From an optimization exercise on the open Yosys and OpenROAD flow, aimed at small area, a short achievable clock period and few clock cycles per item; shortcuts taken in it are not production practice.
The RTL was checked by simulation tests, not by an equivalence proof against the original design.
Power figures rest on the tool's default switching activity, not on a simulated workload.

==> design.v <==
module bptc19696 (
    input  wire         clk,
    input  wire         rst,           
    input  wire         start,
    input  wire         op,            
    input  wire [263:0] frame_in,      
    input  wire [95:0]  payload_in,    
    output wire         ready,
    output reg          done,
    output wire [263:0] frame_out,     
    output wire [95:0]  payload_out    
);
    localparam [2:0] S_IDLE = 3'd0,
                     S_DCOL = 3'd1,    
                     S_DROW = 3'd2,    
                     S_EROW = 3'd3,    
                     S_ECOL = 3'd4;    
    reg [2:0]   state;
    reg [3:0]   idx;        
    reg [2:0]   pass;       
    reg         fixing;     
    reg [195:0] plane;      
    reg [71:0]  keep;       
    assign ready = (state == S_IDLE);
    function [195:0] frame_to_raw(input [263:0] f);
        integer n, k;
        begin
            for (n = 0; n < 12; n = n + 1)
                for (k = 0; k < 8; k = k + 1)
                    frame_to_raw[8*n + k] = f[8*n + 7 - k];
            frame_to_raw[96] = f[8*12 + 7];
            frame_to_raw[97] = f[8*12 + 6];
            frame_to_raw[98] = f[8*20 + 1];
            frame_to_raw[99] = f[8*20 + 0];
            for (n = 21; n < 33; n = n + 1)
                for (k = 0; k < 8; k = k + 1)
                    frame_to_raw[100 + 8*(n - 21) + k] = f[8*n + 7 - k];
        end
    endfunction
    function [195:0] deinterleave(input [195:0] r);
        integer a;
        begin
            for (a = 0; a < 196; a = a + 1)
                deinterleave[a] = r[(a * 181) % 196];
        end
    endfunction
    function [195:0] interleave(input [195:0] d);
        integer a;
        begin
            for (a = 0; a < 196; a = a + 1)
                interleave[(a * 181) % 196] = d[a];
        end
    endfunction
    function [263:0] raw_to_frame(input [195:0] r, input [71:0] kept);
        integer n, k;
        begin
            raw_to_frame = 264'd0;
            for (n = 0; n < 12; n = n + 1)
                for (k = 0; k < 8; k = k + 1)
                    raw_to_frame[8*n + 7 - k] = r[8*n + k];
            raw_to_frame[8*12 +: 72] = kept;
            raw_to_frame[8*12 + 7] = r[96];
            raw_to_frame[8*12 + 6] = r[97];
            raw_to_frame[8*20 + 1] = r[98];
            raw_to_frame[8*20 + 0] = r[99];
            for (n = 21; n < 33; n = n + 1)
                for (k = 0; k < 8; k = k + 1)
                    raw_to_frame[8*n + 7 - k] = r[100 + 8*(n - 21) + k];
        end
    endfunction
    function integer payload_pos(input integer j);
        begin
            if (j < 8)
                payload_pos = 4 + j;
            else
                payload_pos = 15 * ((j - 8) / 11 + 1) + 1 + (j - 8) % 11;
        end
    endfunction
    function [95:0] extract_data(input [195:0] d);
        integer j;
        begin
            for (j = 0; j < 96; j = j + 1)
                extract_data[8*(j/8) + 7 - (j%8)] = d[payload_pos(j)];
        end
    endfunction
    function [195:0] place_data(input [95:0] y);
        integer j;
        begin
            place_data = 196'd0;
            for (j = 0; j < 96; j = j + 1)
                place_data[payload_pos(j)] = y[8*(j/8) + 7 - (j%8)];
        end
    endfunction
    function [3:0] h1393_parity(input [8:0] d);
        begin
            h1393_parity[0] = d[0] ^ d[1] ^ d[3] ^ d[5] ^ d[6];
            h1393_parity[1] = d[0] ^ d[1] ^ d[2] ^ d[4] ^ d[6] ^ d[7];
            h1393_parity[2] = d[0] ^ d[1] ^ d[2] ^ d[3] ^ d[5] ^ d[7] ^ d[8];
            h1393_parity[3] = d[0] ^ d[2] ^ d[4] ^ d[5] ^ d[8];
        end
    endfunction
    function [12:0] h1393_flip(input [3:0] s);
        begin
            case (s)
                4'h1: h1393_flip = 13'd1 << 9;
                4'h2: h1393_flip = 13'd1 << 10;
                4'h3: h1393_flip = 13'd1 << 6;
                4'h4: h1393_flip = 13'd1 << 11;
                4'h5: h1393_flip = 13'd1 << 3;
                4'h6: h1393_flip = 13'd1 << 7;
                4'h7: h1393_flip = 13'd1 << 1;
                4'h8: h1393_flip = 13'd1 << 12;
                4'hA: h1393_flip = 13'd1 << 4;
                4'hC: h1393_flip = 13'd1 << 8;
                4'hD: h1393_flip = 13'd1 << 5;
                4'hE: h1393_flip = 13'd1 << 2;
                4'hF: h1393_flip = 13'd1 << 0;
                default: h1393_flip = 13'd0;    
            endcase
        end
    endfunction
    function [3:0] h15113_parity(input [10:0] d);
        begin
            h15113_parity[0] = d[0] ^ d[1] ^ d[2] ^ d[3] ^ d[5] ^ d[7] ^ d[8];
            h15113_parity[1] = d[1] ^ d[2] ^ d[3] ^ d[4] ^ d[6] ^ d[8] ^ d[9];
            h15113_parity[2] = d[2] ^ d[3] ^ d[4] ^ d[5] ^ d[7] ^ d[9] ^ d[10];
            h15113_parity[3] = d[0] ^ d[1] ^ d[2] ^ d[4] ^ d[6] ^ d[7] ^ d[10];
        end
    endfunction
    function [14:0] h15113_flip(input [3:0] s);
        begin
            case (s)
                4'h1: h15113_flip = 15'd1 << 11;
                4'h2: h15113_flip = 15'd1 << 12;
                4'h3: h15113_flip = 15'd1 << 8;
                4'h4: h15113_flip = 15'd1 << 13;
                4'h5: h15113_flip = 15'd1 << 5;
                4'h6: h15113_flip = 15'd1 << 9;
                4'h7: h15113_flip = 15'd1 << 3;
                4'h8: h15113_flip = 15'd1 << 14;
                4'h9: h15113_flip = 15'd1 << 0;
                4'hA: h15113_flip = 15'd1 << 6;
                4'hB: h15113_flip = 15'd1 << 1;
                4'hC: h15113_flip = 15'd1 << 10;
                4'hD: h15113_flip = 15'd1 << 7;
                4'hE: h15113_flip = 15'd1 << 4;
                4'hF: h15113_flip = 15'd1 << 2;
                default: h15113_flip = 15'd0;
            endcase
        end
    endfunction
    wire [12:0] cols [0:14];     
    wire [14:0] rows [0:8];      
    genvar gc, gr, gb;
    generate
        for (gc = 0; gc < 15; gc = gc + 1) begin : g_col
            for (gb = 0; gb < 13; gb = gb + 1) begin : g_bit
                assign cols[gc][gb] = plane[gc + 1 + 15 * gb];
            end
        end
        for (gr = 0; gr < 9; gr = gr + 1) begin : g_row
            assign rows[gr] = plane[15 * gr + 1 +: 15];
        end
    endgenerate
    wire [12:0] col = (idx < 4'd15) ? cols[idx] : 13'd0;
    wire [14:0] row = (idx < 4'd9)  ? rows[idx] : 15'd0;
    wire [3:0]  col_syn   = h1393_parity(col[8:0]) ^ col[12:9];
    wire [12:0] col_flip  = h1393_flip(col_syn);
    wire [12:0] col_dec   = col ^ col_flip;
    wire        col_fixed = |col_flip;
    wire [12:0] col_enc   = {h1393_parity(col[8:0]), col[8:0]};
    wire [3:0]  row_syn   = h15113_parity(row[10:0]) ^ row[14:11];
    wire [14:0] row_flip  = h15113_flip(row_syn);
    wire [14:0] row_dec   = row ^ row_flip;
    wire        row_fixed = |row_flip;
    wire [14:0] row_enc   = {h15113_parity(row[10:0]), row[10:0]};
    wire        col_wr = (state == S_DCOL && col_fixed) || state == S_ECOL;
    wire        row_wr = (state == S_DROW && row_fixed) || state == S_EROW;
    wire [12:0] col_new = (state == S_ECOL) ? col_enc : col_dec;
    wire [14:0] row_new = (state == S_EROW) ? row_enc : row_dec;
    wire load = (state == S_IDLE) && start && !rst;
    wire [195:0] load_value = (op == 1'b0) ? deinterleave(frame_to_raw(frame_in))
                                           : place_data(payload_in);
    integer c, r, a, k;
    always @(posedge clk) begin
        if (load) begin
            plane <= load_value;
        end else begin
            for (c = 0; c < 15; c = c + 1)
                if (col_wr && idx == c)
                    for (a = 0; a < 13; a = a + 1)
                        plane[c + 1 + 15 * a] <= col_new[a];
            for (r = 0; r < 9; r = r + 1)
                if (row_wr && idx == r)
                    for (k = 0; k < 15; k = k + 1)
                        plane[15 * r + 1 + k] <= row_new[k];
        end
    end
    always @(posedge clk) begin
        if (rst) begin
            state  <= S_IDLE;
            idx    <= 4'd0;
            pass   <= 3'd0;
            fixing <= 1'b0;
            done   <= 1'b0;
        end else begin
            done <= 1'b0;
            case (state)
                S_IDLE: begin
                    if (start) begin
                        idx    <= 4'd0;
                        pass   <= 3'd0;
                        fixing <= 1'b0;
                        keep   <= frame_in[8*12 +: 72];
                        state  <= (op == 1'b0) ? S_DCOL : S_EROW;
                    end
                end
                S_DCOL: begin
                    if (col_fixed)
                        fixing <= 1'b1;
                    if (idx == 4'd14) begin
                        idx   <= 4'd0;
                        state <= S_DROW;
                    end else begin
                        idx <= idx + 4'd1;
                    end
                end
                S_DROW: begin
                    if (idx == 4'd8) begin
                        idx    <= 4'd0;
                        fixing <= 1'b0;
                        pass   <= pass + 3'd1;
                        if (!(fixing || row_fixed) || pass == 3'd4) begin
                            state <= S_IDLE;
                            done  <= 1'b1;
                        end else begin
                            state <= S_DCOL;
                        end
                    end else begin
                        if (row_fixed)
                            fixing <= 1'b1;
                        idx <= idx + 4'd1;
                    end
                end
                S_EROW: begin
                    if (idx == 4'd8) begin
                        idx   <= 4'd0;
                        state <= S_ECOL;
                    end else begin
                        idx <= idx + 4'd1;
                    end
                end
                S_ECOL: begin
                    if (idx == 4'd14) begin
                        idx   <= 4'd0;
                        state <= S_IDLE;
                        done  <= 1'b1;
                    end else begin
                        idx <= idx + 4'd1;
                    end
                end
                default: state <= S_IDLE;
            endcase
        end
    end
    assign payload_out = extract_data(plane);
    assign frame_out   = raw_to_frame(interleave(plane), keep);
endmodule
==> run.sh <==
#!/bin/bash
# synth_recipe.tcl (not shown) runs the flow's synth.tcl, then flattens the netlist and writes it again
# the make line also repeats each setting of config.mk as NAME=value (left out here)
make -C /OpenROAD-flow-scripts/flow DESIGN_CONFIG=/design/flow/config.mk WORK_HOME=/design/flow/orfs CLKGATE_MAP_FILE= SYNTH_SCRIPT=/design/flow/synth_recipe.tcl finish
==> config.mk <==
export PLATFORM = sky130hd
export DESIGN_NAME = bptc19696
export DESIGN_NICKNAME = bptc19696
export VERILOG_FILES = /design/flow/design.v
export SDC_FILE = /design/flow/constraint.sdc
export NUM_CORES = 4
export LEC_CHECK = 0
export CAP_MARGIN = 20
export CORE_MARGIN = 2
export CORE_UTILIZATION = 25
export SLEW_MARGIN = 20
==> constraint.sdc <==
create_clock -name core_clock -period 10.0 [get_ports {clk}]
set_input_delay 2.0000 -clock core_clock [delete_from_list [all_inputs] [get_ports {clk}]]
set_output_delay 2.0000 -clock core_clock [all_outputs]
set_load 0.01 [all_outputs]
==> run summary <==
## through the flow
stage                     hold WS [ns]   util
final                            0.494  0.370
after global routing             0.517  0.369
after CTS                        0.491  0.369
after detailed placement         0.478  0.353
after global placement           0.459  0.353
after floorplan                  0.449      -
## routing by layer
layer  vias up  GRT usage  routed length, um
met3       240     0.0708              12400
met4         2      0.108               4710
met5         -          0                 13
met2      1501      0.439              50200
li1       7822          -                  -
met1      9405      0.371              43500
## cells by family (layout without fill, tap and decap cells)
kind of cell,after synthesis,count (layout),share of synthesized area
xor+xnor,49,49,0.0311
mux,127,127,0.0723
other cells,0,4,0
fa+ha+maj,7,7,0.00479
buf+inv,263,857,0.0864
simple gates,463,463,0.120
flops,276,276,0.447
compound gates,557,557,0.239
## placed cells by master, fill, tap and decap left out, types with 8 or more instances in the layout
| cell type | netlist | routed |
|---|---|---|
| o211ai_2 | 11 | 11 |
| xor2_1 | 11 | 11 |
| a211oi_1 | 12 | 12 |
| a31oi_1 | 12 | 12 |
| clkbuf_1 | 72 | 8 |
| clkinv_2 | 0 | 9 |
| nand2b_1 | 10 | 10 |
| inv_1 | 16 | 14 |
| a21oi_1 | 67 | 67 |
| o22ai_1 | 9 | 9 |
| a221oi_1 | 113 | 113 |
| nor2b_1 | 14 | 14 |
| xnor2_1 | 25 | 24 |
| mux2i_1 | 109 | 109 |
| a211o_1 | 13 | 13 |
| buf_4 | 118 | 52 |
| clkdlybuf4s50_1 | 0 | 724 |
| nand2_1 | 257 | 257 |
| o211ai_1 | 23 | 23 |
| a22oi_1 | 50 | 50 |
| o21ai_0 | 38 | 38 |
| edfxtp_1 | 264 | 264 |
| mux2_2 | 11 | 11 |
| a32oi_1 | 8 | 8 |
| a222oi_1 | 15 | 15 |
| a221o_1 | 20 | 20 |
| nor3_1 | 19 | 19 |
| and2_1 | 16 | 16 |
| nand3_1 | 31 | 31 |
| clkbuf_16 | 0 | 36 |
| dfxtp_1 | 12 | 10 |
| a22o_1 | 21 | 21 |
| nor2_1 | 49 | 46 |
| o21a_1 | 16 | 16 |
| and3_1 | 11 | 11 |
| a21o_1 | 52 | 52 |
## flip-flops by register name (all words and copies together) (netlist names)
name    count
done        1
fixing      1
idx         4
keep       68
pass        3
plane     196
state       3
## worst min path at each step
stage                         start              endpoint  slack (ns)  cells past startpoint
4_1_cts        pass[1]$_SDFFE_PP0P_  pass[1]$_SDFFE_PP0P_        0.49                      2
3_5_place_dp   pass[1]$_SDFFE_PP0P_  pass[1]$_SDFFE_PP0P_        0.48                      2
6_report       pass[1]$_SDFFE_PP0P_  pass[1]$_SDFFE_PP0P_        0.49                      2
2_1_floorplan  pass[1]$_SDFFE_PP0P_  pass[1]$_SDFFE_PP0P_        0.45                      2
3_3_place_gp   pass[1]$_SDFFE_PP0P_  pass[1]$_SDFFE_PP0P_        0.46                      2
5_1_grt        pass[1]$_SDFFE_PP0P_  pass[1]$_SDFFE_PP0P_        0.52                      2
## area by class of cell
class / instances / area share
clock inverter: 18 / 0.00861
antenna: 4 / 0.000372
timing repair buffer: 778 / 0.286
sequential: 276 / 0.304
tap: 959 / 0.0447
clock buffer: 44 / 0.0346
multi-input combinational: 1203 / 0.320
inverter: 17 / 0.00242
## worst reg2reg max path, delay by kind of cell (launching register included)
| family | cells | cell delay [ns] |
|---|---|---|
| adder cells (fa/ha/maj) | 1 | 0.78 |
| flip-flops | 1 | 0.34 |
| buffers and inverters | 3 | 1.03 |
| AND/OR/NAND/NOR | 6 | 3.22 |
| AO/OA/AOI/OAI | 3 | 0.56 |
| XOR/XNOR | 2 | 0.77 |
## power breakdown
| part | internal (uW) | total (uW) | leakage, uW | switching [uW] |
|---|---|---|---|---|
| sequential | 2310 | 3150 | 0.00255 | 835 |
| combinational | 3280 | 8220 | 0.00720 | 4940 |
| clock | 792 | 1330 | 0.000574 | 533 |
| total | 6390 | 12700 | 0.0103 | 6310 |
==> run summary <==
----------------------------------------------------
[Outcome]
  Status ... finished clean

[Place]
  Placed cell area ... 25,700 sq um
  HPWL after detailed placement ... 87.7 mm
  Pre-CTS worst setup slack ... 3.18 ns
  Buffers added on ports ... 725
  Placed cells ... 3,231
  Placer's final routability congestion estimate ... 0.980

[Clock tree]
  Cell at the root of the clock tree ... clkbuf_16
  TritonCTS clock tree ... yes
  Maximum clock insertion buffer count ... 3
  Post-CTS Resized ... 0
  Clk pin slew, worst setup/hold paths ... 0.06 ns
  # hold bufs at CTS ... 0
  Post-CTS Setup Bufs ... 0
  Num CTS Buffers ... 35
  Number of clock sinks ... 276
  Clock latency reported for the late side of the worst-skew pair ... 0.56 ns
  Depth of the CTS H-tree ... 2

[Worst hold path]
  Class of the tightest hold or removal check ... flop to flop

[Global route]
  Antenna violations before repair ... 6
  Total global routing track utilization ... 0.281
  Largest net degree at the start of global routing ... 100
  Remaining global-route overflow ... 0
  Global-route wire length before repair ... 148 mm
  Vias in the first global route ... 18,226

[Logic synthesis]
  Top area cells in the synthesized netlist ... edfxtp_1 43%, mux2i_1 6.0%, a221oi_1 5.4%
  Library cell with the largest summed area after synthesis ... edfxtp_1
  Netlist cell types ... 95
  Post-synthesis average cell area ... 10.5 sq um
  Async set or reset register ratio after synthesis ... 0
  Number of synthesized register bits ... 276
  Most frequent cell after synthesis ... edfxtp_1
  Post-synth net total ... 2,113
  Instance count of the mapped netlist ... 1,742
  Share of Yosys cell area claimed by the top area cell type ... 0.434
  Synth top cells by count ... 264 x edfxtp_1, 257 x nand2_1, 118 x buf_4
  Mapped cell area ... 18,300 sq um
  Yosys warnings ... 1
  Post-synth EDFFs ... 264
  Flip-flop cell with the highest count after synthesis ... edfxtp_1
  Post-synthesis sequential area ratio ... 0.447

[Floorplanning]
  Y dimension of the die ... 274 um
  Area of the placeable core ... 72,700 sq um
  Die Footprint ... 75,300 sq um
  Width of the chip ... 274 um
  I/O pins ... 726
  Initial core utilization ... 0.251
  Rows ... 99

[Cells and area]
  Post-route insts no fill ... 3,299
  Final design area excluding fillers ... 26,900 sq um
  Area taken by multi-input logic gates ... 8590 sq um
  Layout fillers ... 7,151
  Share of layout cells above drive strength 1 ... 0.0848
  Storage cell area ... 8170 sq um
  P&R area growth vs syn ... 47.0%
  Fin nets ... 2,682

[Flow run]
  Number of maximum-capacitance constraint violations ... 0

[Timing]
  Part of the cycle the worst path needs ... 0.700
  Final number of setup-violating endpoints ... 0
  Final slew viol count ... 0
  Setup skew after layout ... 0.0225 ns
  Headroom to the max-slew limit ... 0.205
  Count of endpoints failing hold in the final timing report ... 0
  Total negative slack for setup checks ... 0 ns
  Transition at the pin with the smallest max-transition slack ... 1.18 ns
  F_max ... 143 MHz
  Post-layout min period ... 7.00 ns
  Final worst-path setup slack ... 3.00 ns
  Unrepaired setup endpoints after global routing ... false

[Critical path]
  Launch point of the worst reg-to-reg path ... idx[1]$_SDFFE_PP0P_
  Worst Setup EP ... plane[92]$_DFFE_PP_
  Endpoint of the worst-slack reg-to-reg timing path ... plane[92]$_DFFE_PP_
  Biggest cell delay along the critical path ... 1.00 ns
  CP most frequent cell ... buf_4
  Path length in cells of the critical path ... 15
  Crit path buf inv count ... 3
  Crit start category ... flop
  Highest net fanout along the worst path ... 42
  Data arrival time of the worst path ... 7.23 ns
  Cell count of the worst reg-to-reg path ... 15
  Data required time at the worst endpoint ... 10.24 ns
  Register-to-Register Setup Slack ... 3.00 ns
  Critical path's slowest cell ... nor4_2
  Family with the most delay on the worst path ... simple AND/OR/NAND/NOR gates
  Critical path cell sequence ... inv_1 -> ha_2 -> buf_4 -> nor2b_1 -> a32o_1 -> nor4_4 -> xnor2_1 -> nor2_1 -> xnor3_1 -> nor4b_2 -> or2_1 -> a21oi_1 -> buf_4 -> nor4_2 -> a221oi_1
  Kind of end point of the critical path ... flop
  CP startpoint ... idx[1]$_SDFFE_PP0P_
  Worst Setup Path Type ... flop to flop

[Pwr]
  Standby leakage power ... 0.0103 uW
  Total power ... 12,700 uW
  Worst-case vdd ir drop ... 0.255 mV
  Power per cell area ... 473 nW/um^2

[Drt]
  Drc violations ... 0
  Detailed-route via count ... 18,970
  Antenna viol nets, final ... 0
  Total wire length ... 111 mm
  Count of routing violations after the opening detailed-route iteration ... 3,158
  Via density per instance ... 5.75
  Number of detailed-routing iterations run before antenna repair ... 8
  Routed WL per cell ... 33.6 um

----------------------------------------------------
Testbench counts, summed over its fixed seeds: cycles 157,472, items 3,200.

port drivers added, routing unchanged:
The results above use ideal ports. As a check the final layout listed here was re-extracted and re-timed, cells and wires unchanged.
Step 1 (the two cells are an assumption about what drives the block):
set clk [get_ports {clk}]
set_driving_cell -lib_cell sky130_fd_sc_hd__clkbuf_16 $clk
set_driving_cell -lib_cell sky130_fd_sc_hd__buf_2 [delete_from_list [all_inputs] $clk]
Step 2 moves the port delays by t, midway between the first and last clock arrival at a register: inputs arrive t later, outputs are due t later. That takes back most of the time a late clock gives input paths.
Three values: ideal ports, drivers, drivers and shift; two values: the first two.
t, ns: 0.615
setup slack, ns: 3.000 / 3.000 / 3.000
worst hold slack (ns): 0.494 / 0.494 / 0.494
After both steps setup and hold are still met in this run. The setup slack of this run moves by 0.000 ns with the drivers and by 0.000 ns with both steps.
